This is an optimization exercise on Yosys and OpenROAD, whose aim is small area, a short achievable clock period and few clock cycles per item, not a production implementation. In this exercise RTL edits were held to simulation tests only and were not proved equivalent to the original. No activity file was given, so power comes from the tool's default toggle rates.

== run A ==
==> flow/design.v <==
module k_x2 (
    input  wire a,
    input  wire b,
    output wire y
);
  assign y = a ^ b;
endmodule
module k_ao22 (
    input  wire a1,
    input  wire a2,
    input  wire b1,
    input  wire b2,
    output wire y
);
  assign y = (a1 & a2) | (b1 & b2);
endmodule
module k_nand3b (
    input  wire a_n,
    input  wire b,
    input  wire c,
    output wire y
);
  assign y = ~(~a_n & b & c);
endmodule
module k_xn2 (
    input  wire a,
    input  wire b,
    output wire y
);
  assign y = ~(a ^ b);
endmodule
module k_nand2 (
    input  wire a,
    input  wire b,
    output wire y
);
  assign y = ~(a & b);
endmodule
module keccak_round (
    input  wire [1599:0] s,
    input  wire [63:0]   rc,
    input  wire [1087:0] m,        
    input  wire          run,      
    input  wire          keep,     
    input  wire          absorb,   
    output wire [1599:0] y
);
  function integer rotl;
    input integer i;
    begin
      case (i)
        0: rotl = 0;
        1: rotl = 1;
        2: rotl = 62;
        3: rotl = 28;
        4: rotl = 27;
        5: rotl = 36;
        6: rotl = 44;
        7: rotl = 6;
        8: rotl = 55;
        9: rotl = 20;
        10: rotl = 3;
        11: rotl = 10;
        12: rotl = 43;
        13: rotl = 25;
        14: rotl = 39;
        15: rotl = 41;
        16: rotl = 45;
        17: rotl = 15;
        18: rotl = 21;
        19: rotl = 8;
        20: rotl = 18;
        21: rotl = 2;
        22: rotl = 61;
        23: rotl = 56;
        24: rotl = 14;
        default: rotl = 0;
      endcase
    end
  endfunction
  function integer pi;
    input integer i;
    begin
      case (i)
        0: pi = 0;
        1: pi = 10;
        2: pi = 20;
        3: pi = 5;
        4: pi = 15;
        5: pi = 16;
        6: pi = 1;
        7: pi = 11;
        8: pi = 21;
        9: pi = 6;
        10: pi = 7;
        11: pi = 17;
        12: pi = 2;
        13: pi = 12;
        14: pi = 22;
        15: pi = 23;
        16: pi = 8;
        17: pi = 18;
        18: pi = 3;
        19: pi = 13;
        20: pi = 14;
        21: pi = 24;
        22: pi = 9;
        23: pi = 19;
        24: pi = 4;
        default: pi = 0;
      endcase
    end
  endfunction
  wire [63:0] c01 [0:4];
  wire [63:0] c014 [0:4];
  wire [63:0] c23 [0:4];
  wire [63:0] c [0:4];
  wire [63:0] d [0:4];
  wire [63:0] t [0:24];
  wire [63:0] b [0:24];
  genvar x, i, z;
  generate
    for (x = 0; x < 5; x = x + 1) begin : g_c
      for (z = 0; z < 64; z = z + 1) begin : g_z
        k_x2 u_01 (.a(s[64*x + z]),      .b(s[64*(x+5) + z]),  .y(c01[x][z]));
        k_x2 u_23 (.a(s[64*(x+10) + z]), .b(s[64*(x+15) + z]), .y(c23[x][z]));
        k_x2 u_4  (.a(c01[x][z]),        .b(s[64*(x+20) + z]), .y(c014[x][z]));
        k_x2 u_c  (.a(c014[x][z]),       .b(c23[x][z]),        .y(c[x][z]));
      end
    end
    for (x = 0; x < 5; x = x + 1) begin : g_d
      for (z = 0; z < 64; z = z + 1) begin : g_z
        k_x2 u_d (.a(c[(x+4) % 5][z]), .b(c[(x+1) % 5][(z+63) % 64]), .y(d[x][z]));
      end
    end
    for (i = 0; i < 25; i = i + 1) begin : g_rhopi
      for (z = 0; z < 64; z = z + 1) begin : g_z
        k_x2 u_t (.a(s[64*i + z]), .b(d[i % 5][z]), .y(t[i][z]));
      end
      if (rotl(i) == 0) begin : g_r0
        assign b[pi(i)] = t[i];
      end else begin : g_r
        assign b[pi(i)] = {t[i][63-rotl(i):0], t[i][63:64-rotl(i)]};
      end
    end
    for (i = 0; i < 25; i = i + 1) begin : g_chi
      for (z = 0; z < 64; z = z + 1) begin : g_z
        wire bb, p;
        wire n1 = b[5*(i/5) + ((i % 5) + 1) % 5][z];
        wire n2 = b[5*(i/5) + ((i % 5) + 2) % 5][z];
        if (i == 0 && (z == 0 || z == 1 || z == 3 || z == 7 || z == 15 || z == 31 || z == 63)) begin : g_iota
          k_x2 u_rc (.a(b[i][z]), .b(rc[z]), .y(bb));
        end else begin : g_nb
          assign bb = b[i][z];
        end
        k_ao22 u_p (.a1(run), .a2(bb), .b1(keep), .b2(s[64*i + z]), .y(p));
        if (i < 17) begin : g_rate
          wire qa_n, qb_n, q;
          k_nand3b u_qa (.a_n(n1), .b(n2), .c(run), .y(qa_n));
          k_nand2  u_qb (.a(absorb), .b(m[64*i + z]), .y(qb_n));
          k_nand2  u_q  (.a(qa_n), .b(qb_n), .y(q));
          k_x2     u_y  (.a(p), .b(q), .y(y[64*i + z]));
        end else begin : g_cap
          wire q_n;
          k_nand3b u_q  (.a_n(n1), .b(n2), .c(run), .y(q_n));
          k_xn2    u_y  (.a(p), .b(q_n), .y(y[64*i + z]));
        end
      end
    end
  endgenerate
endmodule
module keccak256_core (
    input  wire         clk,
    input  wire         rst,
    input  wire         in_valid,
    output wire         in_ready,
    input  wire [63:0]  in_data,
    input  wire         in_last,
    input  wire [2:0]   in_nbytes,
    output reg          out_valid,
    output wire [255:0] out_digest
);
  reg [1599:0] st;           
  reg [1023:0] bf;           
  reg [4:0]    cnt;          
  reg          padding;      
  reg          run;          
  reg          fin_run;      
  reg          fresh;        
  reg [4:0]    round;
  reg          in_ready_r;   
  wire full16 = (cnt == 5'd16);
  assign in_ready = in_ready_r;
  wire accept = in_valid & in_ready;
  wire absorb = ~run & full16 & (padding | in_valid);
  wire push   = ~full16 & (padding | accept);
  reg [63:0] rc;
  always @(*) begin
    case (round)
      5'd0: rc = 64'h0000000000000001;
      5'd1: rc = 64'h0000000000008082;
      5'd2: rc = 64'h800000000000808a;
      5'd3: rc = 64'h8000000080008000;
      5'd4: rc = 64'h000000000000808b;
      5'd5: rc = 64'h0000000080000001;
      5'd6: rc = 64'h8000000080008081;
      5'd7: rc = 64'h8000000000008009;
      5'd8: rc = 64'h000000000000008a;
      5'd9: rc = 64'h0000000000000088;
      5'd10: rc = 64'h0000000080008009;
      5'd11: rc = 64'h000000008000000a;
      5'd12: rc = 64'h000000008000808b;
      5'd13: rc = 64'h800000000000008b;
      5'd14: rc = 64'h8000000000008089;
      5'd15: rc = 64'h8000000000008003;
      5'd16: rc = 64'h8000000000008002;
      5'd17: rc = 64'h8000000000000080;
      5'd18: rc = 64'h000000000000800a;
      5'd19: rc = 64'h800000008000000a;
      5'd20: rc = 64'h8000000080008081;
      5'd21: rc = 64'h8000000000008080;
      5'd22: rc = 64'h0000000080000001;
      5'd23: rc = 64'h8000000080008008;
      default: rc = 64'h0;
    endcase
  end
  wire [1087:0] m;
  wire [1599:0] st_next;
  keccak_round u_round (.s(st), .rc(rc), .m(m), .run(run), .keep(~run & ~fresh),
                        .absorb(absorb), .y(st_next));
  reg [63:0] lane_in;
  integer k;
  always @(*) begin
    for (k = 0; k < 8; k = k + 1) begin
      if (!in_last || k < in_nbytes)
        lane_in[8*k +: 8] = in_data[63-8*k -: 8];
      else if (k == in_nbytes)
        lane_in[8*k +: 8] = 8'h01;
      else
        lane_in[8*k +: 8] = 8'h00;
    end
  end
  wire [63:0] push_lane = padding ? 64'd0 : lane_in;
  wire        last16 = padding | in_last;
  wire [63:0] lane16 = {push_lane[63:56] ^ {last16, 7'd0}, push_lane[55:0]};
  assign m = {lane16, bf};
  always @(posedge clk) begin
    st <= st_next;
  end
  always @(posedge clk) begin
    if (push)
      bf <= {push_lane, bf[1023:64]};
  end
  genvar i;
  generate
    for (i = 0; i < 32; i = i + 1) begin : g_dig
      assign out_digest[255-8*i -: 8] = st[64*(i/8) + 8*(i%8) +: 8];
    end
  endgenerate
  wire       run_n = ~rst & (run ? (round != 5'd23) : absorb);
  wire [4:0] cnt_n = (rst | absorb) ? 5'd0 : push ? cnt + 5'd1 : cnt;
  wire       pad_n = ~rst & ~absorb & (padding | (push & accept & in_last));
  always @(posedge clk) begin
    in_ready_r <= ~pad_n & ((cnt_n != 5'd16) | ~run_n);
  end
  always @(posedge clk) begin
    if (rst) begin
      cnt       <= 5'd0;
      padding   <= 1'b0;
      run       <= 1'b0;
      fin_run   <= 1'b0;
      fresh     <= 1'b1;
      round     <= 5'd0;
      out_valid <= 1'b0;
    end else begin
      out_valid <= run & (round == 5'd23) & fin_run;
      if (run) begin
        if (round == 5'd23) begin
          run   <= 1'b0;
          round <= 5'd0;
          if (fin_run) fresh <= 1'b1;
        end else begin
          round <= round + 5'd1;
        end
      end else if (absorb) begin
        run     <= 1'b1;
        round   <= 5'd0;
        fin_run <= last16;
        fresh   <= 1'b0;
      end
      if (absorb) begin
        cnt     <= 5'd0;
        padding <= 1'b0;
      end else if (push) begin
        cnt <= cnt + 5'd1;
        if (accept & in_last) padding <= 1'b1;
      end
    end
  end
endmodule
Settings: LEC_CHECK=0, CAP_MARGIN=40, CORE_MARGIN=2, CORE_UTILIZATION=20, CTS_CLUSTER_DIAMETER=120, CTS_CLUSTER_SIZE=24, PLACE_DENSITY=0.3, SETUP_SLACK_MARGIN=2.0, SLEW_MARGIN=40, SYNTH_HIERARCHICAL=1, SYNTH_MINIMUM_KEEP_SIZE=0; clock period 5.0 ns.
run.sh (not shown) runs the stock make flow with config.mk's settings and CLKGATE_MAP_FILE= SYNTH_SCRIPT=/design/flow/synth_recipe.tcl, a recipe that flattens the netlist after the stock synthesis.
Testbench counts of run A, summed over its fixed seeds: cycles 6,961, bytes 23,704.
Input changes introduced in run B (baseline for comparison: run A):
diff --git a/flow/config.mk b/flow/config.mk
--- a/flow/config.mk
+++ b/flow/config.mk
@@ -8,8 +8,6 @@
 export CAP_MARGIN = 40
 export CORE_MARGIN = 2
-export CORE_UTILIZATION = 20
-export CTS_CLUSTER_DIAMETER = 120
-export CTS_CLUSTER_SIZE = 24
-export PLACE_DENSITY = 0.3
+export CORE_UTILIZATION = 30
+export PLACE_DENSITY = 0.45
 export SETUP_SLACK_MARGIN = 2.0
 export SLEW_MARGIN = 40
Findings:
Run B finished every step from synthesis to the final layout, and the layout passed the timing, DRC and antenna checks.
Minimum clock period after layout (higher): run B
Diff run A..run B | fraction of the cycle the final worst path needs | negligible
Relative to run A, the maximum vdd ir drop measured on run B has increased by a few percent.
In run B, setup slack is lower than in run A.
Compared with run A, in run B met2 demand-to-capacity share in global routing now sits higher; share of power burned in combinational logic now sits lower; non-clock inverter instance count of the final layout now sits higher; non-clock buffer count now sits lower; die area now sits lower.
Looking at largest net degree at the start of global routing across run A and run B, the one that comes out lower is run A.
For run C, these inputs were changed with respect to run B:
diff --git a/flow/config.mk b/flow/config.mk
--- a/flow/config.mk
+++ b/flow/config.mk
@@ -8,6 +8,8 @@
 export CAP_MARGIN = 40
 export CORE_MARGIN = 2
-export CORE_UTILIZATION = 30
-export PLACE_DENSITY = 0.45
+export CORE_UTILIZATION = 20
+export CTS_CLUSTER_DIAMETER = 80
+export CTS_CLUSTER_SIZE = 20
+export PLACE_DENSITY = 0.3
 export SETUP_SLACK_MARGIN = 2.0
 export SLEW_MARGIN = 40
### Flow results
- Diff run B -> run C: area growth from synthesis to final layout up 5.3 points; maximum net fanout on the critical path down 2.
- Between run B and run C, routed length on met1 increased.
- Looking at number of setup buffers added after CTS, run C sits 30% above run B.
- Combined area of the multi-input logic cells: run C vs run B up 550 sq um
- Cmp run B and run C / final design area excluding fillers / lower: run B
- Looking only at routed via count divided by cell count, and setting everything else aside, the higher value of run B and run C goes to run B.
- Across both runs, wire length after detailed routing was higher for run C than for run B.
- Between run C and run B, it is run C whose period utilization is lower, by 0.95 points.
Setup changes, run C to run D
diff --git a/flow/config.mk b/flow/config.mk
--- a/flow/config.mk
+++ b/flow/config.mk
@@ -9,6 +9,4 @@
 export CORE_MARGIN = 2
 export CORE_UTILIZATION = 20
-export CTS_CLUSTER_DIAMETER = 80
-export CTS_CLUSTER_SIZE = 20
 export PLACE_DENSITY = 0.3
 export SETUP_SLACK_MARGIN = 2.0
==> run notes <==
Fill cell total of the finished layout: run C vs run D — no meaningful difference
Run D ends up with a met2 track demand over resource in global routing that is 0.69 points higher than in run C.
Met2 wire length: run D > run C
Cmp run D and run C / setup slack / higher: run C
From run D to run C, total number of H-tree levels did not move at all.
Run D gives less fraction of area in registers than run C did.
Run C → run D: cell count climbed 0.57%, first-pass GRT wire length held steady.
Looking at worst clock skew, run D sits 0.014 ns lower than run C does.
Across both runs, clock buffer count from CTS was higher for run D than for run C.

## re-timing with driven ports
The flow's constraints put no driver on any port. The routed layouts listed below were extracted and timed again, unchanged, in two steps.
Step 1: set_driving_cell puts a clkbuf_16 on clk and a buf_2 on each other input, an assumption about the parent block.
Step 2 also shifts input and output timing later by t, the mid clock arrival at the registers, as if the neighbouring blocks saw the same clock.
Three values: no drivers, after step 1, after step 2; two values: the first two.
| run | t (ns) | setup WS [ns] | slew at the worst register clock pin (ns) |
|---|---|---|---|
| run A | 1.143 | 1.880 / 1.880 / 1.132 | 0.12 / 0.12 |
| run B | 1.139 | 1.874 / 1.874 / 1.070 | 0.07 / 0.07 |
| run C | 1.158 | 1.922 / 1.916 / 1.173 | 0.09 / 0.09 |
| run D | 1.180 | 1.907 / 1.874 / 1.241 | 0.07 / 0.07 |
After both steps every run listed still meets setup and hold. The setup slack of run B, which loses most, moves by 0.000 ns with the drivers and by -0.804 ns with both steps.
